This is an optimization exercise on Yosys and OpenROAD, whose aim is small area, a short achievable clock period and few clock cycles, not a production implementation.
At most, simulation tests tie the RTL to the original design; equivalence was not proved.

==> inputs of v33 <==
==> flow/design.v (excerpt) <==
module bxc_acc (
    input  wire        clk,
    input  wire        rst,           
    input  wire        start,
    input  wire        cfg_b58,       
    input  wire        cfg_decode,    
    input  wire [8:0]  cfg_radix,     
    input  wire        in_valid,
    input  wire [8:0]  in_data,
    output wire        in_ready,
    output wire        out_valid,
    output wire [9:0]  out_data,
    input  wire        out_ready,
    output wire        busy,
    output reg  [2:0]  err_code,
    output reg  [31:0] err_pos
);
    localparam B    = 4;             
    localparam S    = 2 * B;         
    localparam NA   = 64 - S;        
    localparam TAP  = 4;             
    localparam LMIN = 4;
    localparam NBW  = 3;             
    localparam [2:0] ST_IDLE  = 3'd0,
                     ST_FILL  = 3'd1,    
                     ST_RUN   = 3'd2,    
                     ST_OUT   = 3'd3,    
                     ST_FLUSH = 3'd4,    
                     ST_DRAIN = 3'd5;    
    localparam [2:0] E_NONE     = 3'd0,
                     E_INVALID  = 3'd1,
                     E_CAPACITY = 3'd5,
                     E_BADCFG   = 3'd7;
    function [7:0] rom58;
        input [5:0] v;
        begin
            if (v < 6'd9)       rom58 = 8'h31 + {2'b00, v};
            else if (v < 6'd17) rom58 = 8'h41 + {2'b00, v} - 8'd9;
            else if (v < 6'd22) rom58 = 8'h4A + {2'b00, v} - 8'd17;
            else if (v < 6'd33) rom58 = 8'h50 + {2'b00, v} - 8'd22;
            else if (v < 6'd44) rom58 = 8'h61 + {2'b00, v} - 8'd33;
            else                rom58 = 8'h6D + {2'b00, v} - 8'd44;
        end
    endfunction
    function [6:0] tab58;
        input [7:0] c;
        begin
            if (c >= 8'h31 && c <= 8'h39)      tab58 = {1'b1, c[5:0] - 6'h31};
            else if (c >= 8'h41 && c <= 8'h48) tab58 = {1'b1, 6'd9  + (c[5:0] - 6'h01)};
            else if (c >= 8'h4A && c <= 8'h4E) tab58 = {1'b1, 6'd17 + (c[5:0] - 6'h0A)};
            else if (c >= 8'h50 && c <= 8'h5A) tab58 = {1'b1, 6'd22 + (c[5:0] - 6'h10)};
            else if (c >= 8'h61 && c <= 8'h6B) tab58 = {1'b1, 6'd33 + (c[5:0] - 6'h21)};
            else if (c >= 8'h6D && c <= 8'h7A) tab58 = {1'b1, 6'd44 + (c[5:0] - 6'h2D)};
  ...
Settings: LEC_CHECK=0, CAP_MARGIN=20, CORE_MARGIN=2, CORE_UTILIZATION=60, PLACE_DENSITY=0.75, SLEW_MARGIN=20, SYNTH_HIERARCHICAL=1; clock period 36.0 ns.
run.sh (not shown) runs the stock make flow with config.mk's settings and CLKGATE_MAP_FILE= SYNTH_SCRIPT=/design/flow/synth_recipe.tcl, a recipe that flattens the netlist after the stock synthesis.
==> v5: changes against v33 <==
--- a/flow/design.v
+++ b/flow/design.v
@@ -15,14 +15,15 @@
     output reg  [2:0]  err_code,
     output reg  [31:0] err_pos
 );
     localparam B    = 4;             
     localparam S    = 2 * B;         
     localparam NA   = 64 - S;        
-    localparam TAP  = 4;             
-    localparam LMIN = 4;
+    localparam TAP  = 2;             
+    localparam FINE = 16;            
+    localparam LMIN = 2;
     localparam NBW  = 3;             
     localparam [2:0] ST_IDLE  = 3'd0,
                      ST_FILL  = 3'd1,    
                      ST_RUN   = 3'd2,    
                      ST_OUT   = 3'd3,    
                      ST_FLUSH = 3'd4,    
@@ -226,36 +227,57 @@
         end
     end
     reg [NBW-1:0] ovf_u;
     always @(*) begin
         ovf_u = {NBW{1'b0}};
         for (u = B - 1; u >= 0; u = u - 1)
-            if (ovf[u]) ovf_u = u;
+            if (ovf[u] || ovf_now[u]) ovf_u = u;
     end
     wire [6:0] jx      = (ph >= S) ? ph - S : ph + L;         
     wire       jx_nz   = (X[8*S-1 -: 8] != 8'd0);
-    wire [6:0] grow    = grom(ldec, lr[8:3]);
+    reg  [6:0] grow;             
     wire       jx_ok   = !(firstp && ph < S);                
     wire       len_up  = jx_nz && jx_ok && jx >= len;
     wire [6:0] len_n   = len_up ? jx + 7'd1 : len;
     wire [7:0] need    = {1'b0, len_n} + {1'b0, grow};
-    wire [7:0] need_l  = need - S + (TAP - 1);
-    wire [5:0] L_ext   = (need_l[7:0] >= NA) ? NA[5:0] : {need_l[5:2], 2'b00};
+    function [5:0] lfit;
+        input [7:0] x;
+        reg   [7:0] a, l;
+        begin
+            a = x - S;
+            l = a + ((a <= FINE) ? 8'd1 : 8'd3);
+            if (x <= S)         lfit = 6'd0;
+            else if (l >= NA)   lfit = NA[5:0];
+            else if (a <= FINE) lfit = {l[5:1], 1'b0};
+            else                lfit = {l[5:2], 2'b00};
+        end
+    endfunction
+    wire [5:0] L_lo    = lfit({1'b0, len} + {1'b0, grow});
+    wire [5:0] L_hi    = lfit({1'b0, Lr} + {1'b0, grow});
+    wire [5:0] L_ext   = (jx_nz && jx_ok) ? L_hi : L_lo;
     wire [511:0] V = {X, R};
-    wire [6:0] rd_off  = wr - {1'b0, L};
-    wire [5:0] rd_idx  = (wr < {1'b0, L}) ? wr[5:0] : (6'd63 - rd_off[5:0]);
+    reg  [6:0] w0;
+    wire [6:0] len_nx  = (run && len_up) ? jx + 7'd1 : len;
+    wire [6:0] ph_nx   = ph_last ? 7'd0 : ph + 7'd1;
+    wire [7:0] w0_t    = {1'b0, len_nx} - 8'd1 - {1'b0, ph_nx};
+    wire [6:0] rd_w    = (state == ST_OUT) ? wr : w0;
+    wire [6:0] rd_off  = rd_w - {1'b0, L};
+    wire [5:0] rd_idx  = (rd_w < {1'b0, L}) ? rd_w[5:0] : (6'd63 - rd_off[5:0]);
     wire [7:0] rd_cell = V[8*rd_idx +: 8];
     wire [7:0] rd_char = (lb58 && !ldec) ? rom58(rd_cell[5:0]) : rd_cell;
-    wire drained = in_stop && nq == 0 && !use_raw && pact == {B{1'b0}} && ph > S;
+    wire drained = in_stop && nq == 0 && !use_raw && pact == {B{1'b0}} && ph >= S;
     wire cfg_ok = cfg_b58 || (cfg_radix >= 9'd2 && cfg_radix <= 9'd256);
+    wire [NBW:0] q_after  = {1'b0, (bnd ? {NBW{1'b0}} : nq)} + {{NBW{1'b0}}, sym_q};
+    wire         rdy_room = !end_taken && !(raw_v && raw_eos) && !stop_in && !sym_bad && (q_after < B);
+    wire         rdy_full = (q_after >= B - 1);
     integer j;
     always @(posedge clk) begin
         for (j = 0; j < NA; j = j + 1) begin
             if (j == NA - 1)
                 R[8*j +: 8] <= X[8*S-1 -: 8];
-            else if ((j % TAP) == TAP - 1)
+            else if ((j < FINE) ? ((j % TAP) == TAP - 1) : ((j % (2*TAP)) == 2*TAP - 1))
                 R[8*j +: 8] <= (L == j + 1) ? X[8*S-1 -: 8] : R[8*(j+1) +: 8];
             else
                 R[8*j +: 8] <= R[8*(j+1) +: 8];
         end
         X <= st_out;
         for (j = 0; j < S; j = j + 1) begin
@@ -303,14 +325,16 @@
                 if (sym_q) begin
                     for (j = 0; j < B; j = j + 1)
                         if (nq == j) qb[8*j +: 8] <= raw_val;
                     nq     <= nq + 1'b1;
                 end
             end
+            grow <= grom(ldec, lr[8:3]);
             nlr  <= 10'd0 - {1'b0, lr};
-            nlr1 <= ~{1'b0, lr};
+            nlr1 <= nlr;
+            w0 <= w0_t[7] ? w0_t[6:0] + Lr : w0_t[6:0];
             fst_r <= {fst_r[S-2:0], bnd};
             for (j = 0; j < S; j = j + 1) begin
                 if (j == 0 ? bnd : fst_r[j-1])
                     act_r[j] <= (j == 0) ? (nq != 0) : pact[j/2];
             end
             if (bnd) begin
@@ -319,17 +343,17 @@
             end
             z0_r <= go_first || (run && !bnd && (firstp || (ph + 7'd1 >= Lr0)));
             if (go_first)
                 ph <= 7'd0;
             else if (state != ST_IDLE && state != ST_FILL)
                 ph <= ph_last ? 7'd0 : ph + 7'd1;
-            if (run && ph == S - 1 && pact != {B{1'b0}} && need > {1'b0, Lr} && L_ext > L)
+            if (run && ph == S - 1 && pact != {B{1'b0}} && L_ext > L)
                 L <= L_ext;
             if (run && len_up)
                 len <= jx + 7'd1;
-            if (run && ph == S)
+            if (run && ph == S - 1)
                 ovf <= {B{1'b0}};
             else
                 ovf <= ovf | ovf_now;
             in_ready_r <= 1'b0;
             case (state)
                 ST_IDLE: begin
@@ -362,16 +386,13 @@
                         end else begin
                             err_code <= E_BADCFG;
                         end
                     end
                 end
                 ST_FILL, ST_RUN: begin
-                    in_ready_r <= !(in_valid && in_ready_r && in_data[8]) && !end_taken
-                                  && !(raw_v && raw_eos) && !stop_in && !sym_bad
-                                  && ({1'b0, (bnd ? {NBW{1'b0}} : nq)} + {{NBW{1'b0}}, sym_q}
-                                      + {{NBW{1'b0}}, (in_valid && in_ready_r)} < B);
+                    in_ready_r <= rdy_room && !(in_valid && in_ready_r && (in_data[8] || rdy_full));
                     if (state == ST_FILL && in_stop && nq == 0 && !raw_v) begin
                         if (stop_in) begin
                             err_code    <= E_INVALID;
                             state       <= ST_FLUSH;
                             out_valid_r <= 1'b1;
                             out_data_r  <= 10'h300;
@@ -379,13 +400,13 @@
                             state       <= ST_OUT;
                             jn          <= 7'd0;
                             endtok      <= 1'b0;
                         end
                     end else if (state == ST_FILL && go_first) begin
                         state <= ST_RUN;
-                    end else if (run && ph == S && ovf != {B{1'b0}}) begin
+                    end else if (run && ph == S - 1 && (ovf | ovf_now) != {B{1'b0}}) begin
                         err_code    <= E_CAPACITY;
                         err_pos     <= err_pos - {24'd0, cs_prev} + {{(32-NBW){1'b0}}, ovf_u};
                         state       <= ST_FLUSH;
                         in_ready_r  <= 1'b0;
                         out_valid_r <= 1'b1;
                         out_data_r  <= 10'h300;
@@ -394,18 +415,24 @@
                         if (stop_in) begin
                             err_code    <= E_INVALID;
                             state       <= ST_FLUSH;
                             out_valid_r <= 1'b1;
                             out_data_r  <= 10'h300;
                         end else begin
-                            state  <= ST_OUT;
-                            jn     <= len;
-                            endtok <= 1'b0;
-                            wr     <= ({1'b0, len} + {1'b0, Lr} - 8'd2 - {1'b0, ph} >= {1'b0, Lr})
-                                      ? len - 7'd2 - ph
-                                      : len + Lr - 7'd2 - ph;
+                            state       <= ST_OUT;
+                            out_valid_r <= 1'b1;
+                            if (len == 7'd0) begin
+                                out_data_r <= 10'h100;
+                                endtok     <= 1'b1;
+                                jn         <= 7'd0;
+                            end else begin
+                                out_data_r <= {2'b00, rd_char};
+                                endtok     <= 1'b0;
+                                jn         <= len - 7'd1;
+                                wr         <= (w0 >= 7'd2) ? w0 - 7'd2 : w0 + Lr - 7'd2;
+                            end
                         end
                     end
                 end
                 ST_OUT: begin
                     if (!out_valid_r || out_ready) begin
                         if (out_valid_r && endtok) begin
@@ -482,27 +509,24 @@
     output wire [7:0] cout,
     output wire [3:0] q,
     output wire [7:0] acc,
     output wire       cbo
 );
     integer i;
-    reg [7:0] e_rem;
-    reg [3:0] e_q;
-    reg [8:0] e_t;
-    reg [9:0] e_d;
-    reg       e_b;
-    always @(*) begin
-        e_rem = cin;
-        for (i = 0; i < 4; i = i + 1) begin
-            e_b   = fst ? sym[(H == 0 ? 7 : 3) - i] : qr[i];
-            e_t   = {e_rem, e_b};
-            e_d   = {1'b0, e_t} + nlr + ((H == 0) ? 10'd0 : 10'd1);
-            e_q[i] = !e_d[9];
-            e_rem = e_d[9] ? e_t[7:0] : e_d[7:0];
+    wire [7:0] e_r [0:4];
+    wire [3:0] e_q;
+    assign e_r[0] = cin;
+    genvar g;
+    generate
+        for (g = 0; g < 4; g = g + 1) begin : g_er
+            bxc_acc_erow u_r (
+                .rem(e_r[g]), .b(fst ? sym[(H == 0 ? 7 : 3) - g] : qr[g]), .nlr(nlr),
+                .remo(e_r[g+1]), .q(e_q[g]));
         end
-    end
+    endgenerate
+    wire [7:0] e_rem = e_r[4];
     reg [7:0] d_acc;
     reg [3:0] d_p;
     reg [8:0] d_s;
     reg [3:0] d_bits;
     reg [8:0] d_sum;
     reg [7:0] d_out;
@@ -525,6 +549,17 @@
     end
     assign cout = !act ? cin : (ldec ? d_out : e_rem);
     assign q    = e_q;
     assign acc  = d_acc;
     assign cbo  = d_sum[8];
 endmodule
+module bxc_acc_erow (
+    input  wire [7:0] rem,
+    input  wire       b,
+    input  wire [9:0] nlr,
+    output wire [7:0] remo,
+    output wire       q
+);
+    wire [9:0] d = {1'b0, rem, b} + nlr;
+    assign q    = !d[9];
+    assign remo = d[9] ? {rem[6:0], b} : d[7:0];
+endmodule
==> flow/flow/run.sh (new file) <==
#!/bin/bash
# Layout flow: the standard ORFS flow (standard.sh, synthesis unchanged),
# with the port buffers built from sky130_fd_sc_hd__buf_2 cells instead of the
# delay-buffer cells buffer_ports picks by default. Every input and output
# port still gets its own buffer.
set -euo pipefail
export BUFFER_PORTS_ARGS="-buffer_cell sky130_fd_sc_hd__buf_2"
bash standard.sh finish > standard_flow.log 2>&1
==> flow/standard.sh (new file) <==
#!/bin/bash
# synth_recipe.tcl (not shown) runs the flow's synth.tcl, then flattens the netlist and writes it again
# the make line also repeats each setting of config.mk as NAME=value (left out here)
make -C /OpenROAD-flow-scripts/flow DESIGN_CONFIG=/design/flow/config.mk WORK_HOME=/design/flow/orfs CLKGATE_MAP_FILE= SYNTH_SCRIPT=/design/flow/synth_recipe.tcl "${@:-finish}"
Settings changed: CAP_MARGIN 20 to 70, CORE_UTILIZATION 60 to 40, PLACE_DENSITY 0.75 to 0.6.
removed: flow/run.sh
==> qor.csv <==
stage,metric,value,unit
finish,seq_cells,872,
finish,multi_input_comb_area,46210,um^2
critical_path,path_buf_inv,1,
finish,seq_share,0.2559,
timing,slew_headroom,0.6443,
place,placedCellCount,9632,
run_status,status,"complete, no violations",
floorplan,fp.dieW,416.9,um
timing,finalWorstSetupSlack,27.37,ns
clock_network,numCtsBuffers,101,
finish,fin_util,0.4529,
[end of results for v5]
==> qor.csv <==
stage,metric,value,unit
finish,dominant_cells,multi-input gates,
timing,slew_headroom,0.2108,
finish,fin_util,0.6554,
finish,design_area,72530,um^2
floorplan,fp.dieW,338.2,um
critical_path,startpoint_type,register,
worst_hold_path,min_path_cells,0,
critical_path,path_buf_inv,4,
finish,seq_share,0.2663,
place,placedCellCount,8774,
place,io_buffers,72,
floorplan,top_level_ports,73,
clock_network,numCtsBuffers,90,
floorplan,floorplan.initialDensity,0.6056,
timing,final_max_slew_viol_count,0,
run_status,status,"complete, no violations",
finish,multi_input_comb_area,44910,um^2
timing,finalWorstSetupSlack,25.80,ns
[end of results for v33]
Testbench counts of v5, summed over its fixed seeds: cycles 47,093.
Function not checked in v33: the RTL went through the layout flow alone.

## separate check: timing with driven ports
The results above use ideal ports. As a check the final layouts listed here were re-extracted and re-timed, cells and wires unchanged.
Step 1, drivers: a clkbuf_16 drives clk and a buf_2 each remaining input, both assumed.
Step 2, shift: input delay + t, output delay - t, t = (earliest + latest rising clock arrival at the registers) / 2. This alone moves slack from input paths to output paths.
Three values: no drivers, after step 1, after step 2; two values: the first two.
| run | shift t [ns] | setup slack, ns | worst hold slack (ns) |
|---|---|---|---|
| v33 | 0.762 | 25.803 / 25.803 / 25.803 | 0.326 / 0.326 / 0.326 |
| v5 | 0.832 | 27.369 / 27.285 / 26.628 | 0.272 / 0.272 / 0.272 |
After both steps setup and hold are still met in every run listed. The setup slack of v5, which loses most, moves by -0.084 ns with the drivers and by -0.741 ns with both steps.
